What follows belongs to an exercise in optimizing a design on an open flow for small area, a short achievable clock period and few clock cycles per item; a production flow would make more cautious choices. Function was checked by simulation only, so behaviour that the tests miss may differ from the original. Power figures rest on the tool's default switching activity, not on a simulated workload.

==> inputs of garnet <==
==> flow/design.v (excerpt) <==
module vcsk_core (
    input  wire        clk,
    input  wire        rst,
    input  wire        cmd_valid,
    output wire        cmd_ready,
    input  wire [31:0] cmd_data,
    output reg         rsp_valid,
    output reg  [31:0] rsp_data,
    output reg         rsp_err
);
==> flow/config.mk <==
export PLATFORM = sky130hd
export DESIGN_NAME = vcsk_core
export DESIGN_NICKNAME = vcsk_core
export VERILOG_FILES = /design/flow/design.v
export SDC_FILE = /design/flow/constraint.sdc
export NUM_CORES = 4
export LEC_CHECK = 0
export CAP_MARGIN = 20
export CORE_MARGIN = 2
export CORE_UTILIZATION = 50
export CTS_BUF_LIST = sky130_fd_sc_hd__clkbuf_16
export CTS_CLUSTER_DIAMETER = 80
export CTS_CLUSTER_SIZE = 24
export SLEW_MARGIN = 20
==> flow/constraint.sdc <==
create_clock -name core_clock -period 44.0 [get_ports {clk}]
set_input_delay 8.8000 -clock core_clock [delete_from_list [all_inputs] [get_ports {clk}]]
set_output_delay 8.8000 -clock core_clock [all_outputs]
set_load 0.01 [all_outputs]
standard.sh (not shown) runs the stock make flow with config.mk's settings and CLKGATE_MAP_FILE= SYNTH_SCRIPT=/design/flow/synth_recipe.tcl, a recipe that flattens the netlist after the stock synthesis.
==> flow/flow/run.sh <==
#!/bin/bash
# The standard layout, with the port buffers that buffer_ports inserts made
# sky130_fd_sc_hd__buf_2 cells instead of its default choice.
set -euo pipefail
export BUFFER_PORTS_ARGS="-buffer_cell sky130_fd_sc_hd__buf_2"
bash standard.sh finish > standard.log 2>&1
==> inputs of juniper, as changes to garnet <==
CTS_BUF_LIST = sky130_fd_sc_hd__clkbuf_8 sky130_fd_sc_hd__clkbuf_16   (was sky130_fd_sc_hd__clkbuf_16)
CTS_CLUSTER_DIAMETER = 60   (was 80)
CTS_CLUSTER_SIZE = 20   (was 24)
==> comparison <==
In synthesized area, juniper and garnet do not differ. Final area: juniper is larger than garnet (about 2.2%). Total power: garnet is smaller than juniper (10%). Critical path depth is the same in garnet and juniper. Between juniper and garnet, the lower first-iteration DRC count is in juniper (gap 5.6%, measured against garnet). Non-clock buffer count is the same in juniper and garnet. In garnet the via count is smaller than in juniper, by about 0.7%. In sequential power, juniper and garnet hardly differ. In juniper the worst setup slack is lower than in garnet, by 0.094 ns.
Testbench counts of garnet, summed over its fixed seeds: cycles 12,288, items 12,256.
Testbench counts of juniper, summed over its fixed seeds: cycles 12,288, items 12,256.

========
==> yarrow: inputs <==
vcsk_core, a different RTL version from the one above (not shown whole).
make LEC_CHECK=0 CAP_MARGIN=20 CORE_MARGIN=2 CORE_UTILIZATION=40 SLEW_MARGIN=20 finish   # period 44.0 ns
run.sh (not shown) runs the stock make flow with config.mk's settings and CLKGATE_MAP_FILE= SYNTH_SCRIPT=/design/flow/synth_recipe.tcl, a recipe that flattens the netlist after the stock synthesis.
Stock flow here: none of the scripts above is used.
==> inputs of raven, as changes to yarrow <==
==> flow/flow/run.sh (new file) <==
#!/bin/bash
# The standard layout, with the port buffers that buffer_ports inserts made
# sky130_fd_sc_hd__buf_2 cells instead of its default choice.
set -euo pipefail
export BUFFER_PORTS_ARGS="-buffer_cell sky130_fd_sc_hd__buf_2"
bash standard.sh finish > standard.log 2>&1
==> flow/standard.sh (new file) <==
#!/bin/bash
# synth_recipe.tcl (not shown) runs the flow's synth.tcl, then flattens the netlist and writes it again
# the make line also repeats each setting of config.mk as NAME=value (left out here)
make -C /OpenROAD-flow-scripts/flow DESIGN_CONFIG=/design/flow/config.mk WORK_HOME=/design/flow/orfs CLKGATE_MAP_FILE= SYNTH_SCRIPT=/design/flow/synth_recipe.tcl "${@:-finish}"
removed: flow/run.sh
==> notes.md <==
Count of clock-buffer cells in the layout: yarrow is higher than raven (1). In yarrow the worst setup slack is lower than in raven, by 0.42 ns. In synthesized cell count, raven and yarrow do not differ. Against raven, the power of yarrow is larger by 1.6%. Between yarrow and raven, the lower non-clock buffer count is in raven (gap 2). Against raven, the register-to-register slack of yarrow is lower by 0.28 ns. Global-route usage is about the same in raven and yarrow. Area after synthesis is the same in yarrow and raven. Sequential power is about the same in raven and yarrow. Against raven, the clock skew of yarrow is higher by 0.0091 ns. In raven the sequential share of layout area is higher than in yarrow, by 0.31 points.
Testbench counts of yarrow, summed over its fixed seeds: cycles 12,288, items 12,256.
Testbench counts of raven, summed over its fixed seeds: cycles 12,288, items 12,256.

========
==> inputs of v21 <==
RTL: one of the versions met above, not the one the previous note started from.
==> flow/config.mk <==
export PLATFORM = sky130hd
export DESIGN_NAME = vcsk_core
export DESIGN_NICKNAME = vcsk_core
export VERILOG_FILES = /design/flow/design.v
export SDC_FILE = /design/flow/constraint.sdc
export NUM_CORES = 4
export LEC_CHECK = 0
export CAP_MARGIN = 5
export CORE_MARGIN = 2
export CORE_UTILIZATION = 50
export CTS_BUF_LIST = sky130_fd_sc_hd__clkbuf_16
export CTS_CLUSTER_DIAMETER = 80
export CTS_CLUSTER_SIZE = 28
export SLEW_MARGIN = 5
==> flow/constraint.sdc <==
create_clock -name core_clock -period 44.0 [get_ports {clk}]
set_input_delay 8.8000 -clock core_clock [delete_from_list [all_inputs] [get_ports {clk}]]
set_output_delay 8.8000 -clock core_clock [all_outputs]
set_load 0.01 [all_outputs]
standard.sh (not shown) runs the stock make flow with config.mk's settings and CLKGATE_MAP_FILE= SYNTH_SCRIPT=/design/flow/synth_recipe.tcl, a recipe that flattens the netlist after the stock synthesis.
==> flow/flow/run.sh <==
#!/bin/bash
# The standard layout, with two changes to how it is made:
# - the port buffers that buffer_ports inserts are sky130_fd_sc_hd__buf_2;
# - clock tree synthesis inserts no dummy loads.
set -euo pipefail
export BUFFER_PORTS_ARGS="-buffer_cell sky130_fd_sc_hd__buf_2"
export CTS_ARGS="-sink_clustering_enable -repair_clock_nets -sink_clustering_size 28 -sink_clustering_max_diameter 80 -buf_list sky130_fd_sc_hd__clkbuf_16 -dont_use_dummy_load"
bash standard.sh finish > standard.log 2>&1
==> v28: changes against v21 <==
==> flow/flow/run.sh (replaced) <==
#!/bin/bash
# The standard layout, with the port buffers that buffer_ports inserts made
# sky130_fd_sc_hd__buf_2 cells instead of its default choice.
set -euo pipefail
export BUFFER_PORTS_ARGS="-buffer_cell sky130_fd_sc_hd__buf_2"
bash standard.sh finish > standard.log 2>&1
- CAP_MARGIN: 5 -> 20
- CORE_UTILIZATION: 50 -> 40
- CTS_CLUSTER_SIZE: 28 -> 24
- SLEW_MARGIN: 5 -> 20
==> v10: changes against v21 <==
==> flow/flow/run.sh (replaced) <==
#!/bin/bash
# The standard layout, with two changes to how it is made:
# - the port buffers that buffer_ports inserts are sky130_fd_sc_hd__buf_2;
# - clock tree synthesis inserts no dummy loads.
set -euo pipefail
export BUFFER_PORTS_ARGS="-buffer_cell sky130_fd_sc_hd__buf_2"
export CTS_ARGS="-sink_clustering_enable -repair_clock_nets -sink_clustering_size 24 -sink_clustering_max_diameter 80 -buf_list sky130_fd_sc_hd__clkbuf_16 -dont_use_dummy_load"
bash standard.sh finish > standard.log 2>&1
- CTS_CLUSTER_SIZE: 28 -> 24
==> v14: changes against v21 <==
==> flow/flow/run.sh (replaced) <==
#!/bin/bash
# The standard layout, with the port buffers that buffer_ports inserts made
# sky130_fd_sc_hd__buf_2 cells instead of its default choice.
set -euo pipefail
export BUFFER_PORTS_ARGS="-buffer_cell sky130_fd_sc_hd__buf_2"
bash standard.sh finish > standard.log 2>&1
- CAP_MARGIN: 5 -> 20
- CORE_UTILIZATION: 50 -> 58
- CTS_CLUSTER_SIZE: 28 -> 24
- SLEW_MARGIN: 5 -> 20
==> summary of the runs <==
Global-route usage is about the same in v21 and v10.
v21 completed without violations. v10 finished clean. v14 ran to the end with no violations. v28 went through all stages and came out clean.
In sequential cell count, v21 and v10 do not differ.
Clock skew: v10 is higher than v14 (0.033 ns).
Between v21 and v14, the lower register-to-register slack is in v14 (gap 0.36 ns).
In v14 the die area is smaller than in v10, by about 14%.
In critical path depth, v21 and v10 do not differ.
Testbench counts of v21, summed over its fixed seeds: cycles 12,288, items 12,256.
Testbench counts of v28, summed over its fixed seeds: cycles 12,288, items 12,256.
Testbench counts of v10, summed over its fixed seeds: cycles 12,288, items 12,256.
Testbench counts of v14, summed over its fixed seeds: cycles 12,288, items 12,256.

-- afterwards: timing with drivers on the ports --
Ports are ideal in the flow. The routed layouts listed here were re-timed in OpenROAD. Step 1: set_driving_cell puts a clkbuf_16 on clk and a buf_2 on each other input, an assumption about the parent block. Step 2 adds t to the input delays and takes it off the output delays; t is the mean of the earliest and latest rising clock arrival at the registers after step 1. Input paths then give back, and output paths get back, about the clock's delay inside the block. Three values: no drivers, after step 1, after step 2; two values: the first two.
| run | t, ns | slack for setup (ns) | worst setup path at the end |
|---|---|---|---|
| garnet | 0.802 | 34.002 / 33.919 / 34.655 | input to register |
| juniper | 0.867 | 33.909 / 33.827 / 34.642 | input to register |
| yarrow | 0.890 | 33.530 / 33.450 / 34.340 | register to output |
| raven | 0.881 | 33.952 / 33.872 / 34.753 | register to output |
| v21 | 0.789 | 33.980 / 33.893 / 34.683 | register to output |
| v28 | 0.837 | 33.978 / 33.890 / 34.727 | register to output |
| v10 | 0.784 | 34.010 / 33.926 / 34.704 | input to register |
| v14 | 0.780 | 33.725 / 33.644 / 34.424 | register to output |
After both steps every run listed still meets setup and hold.
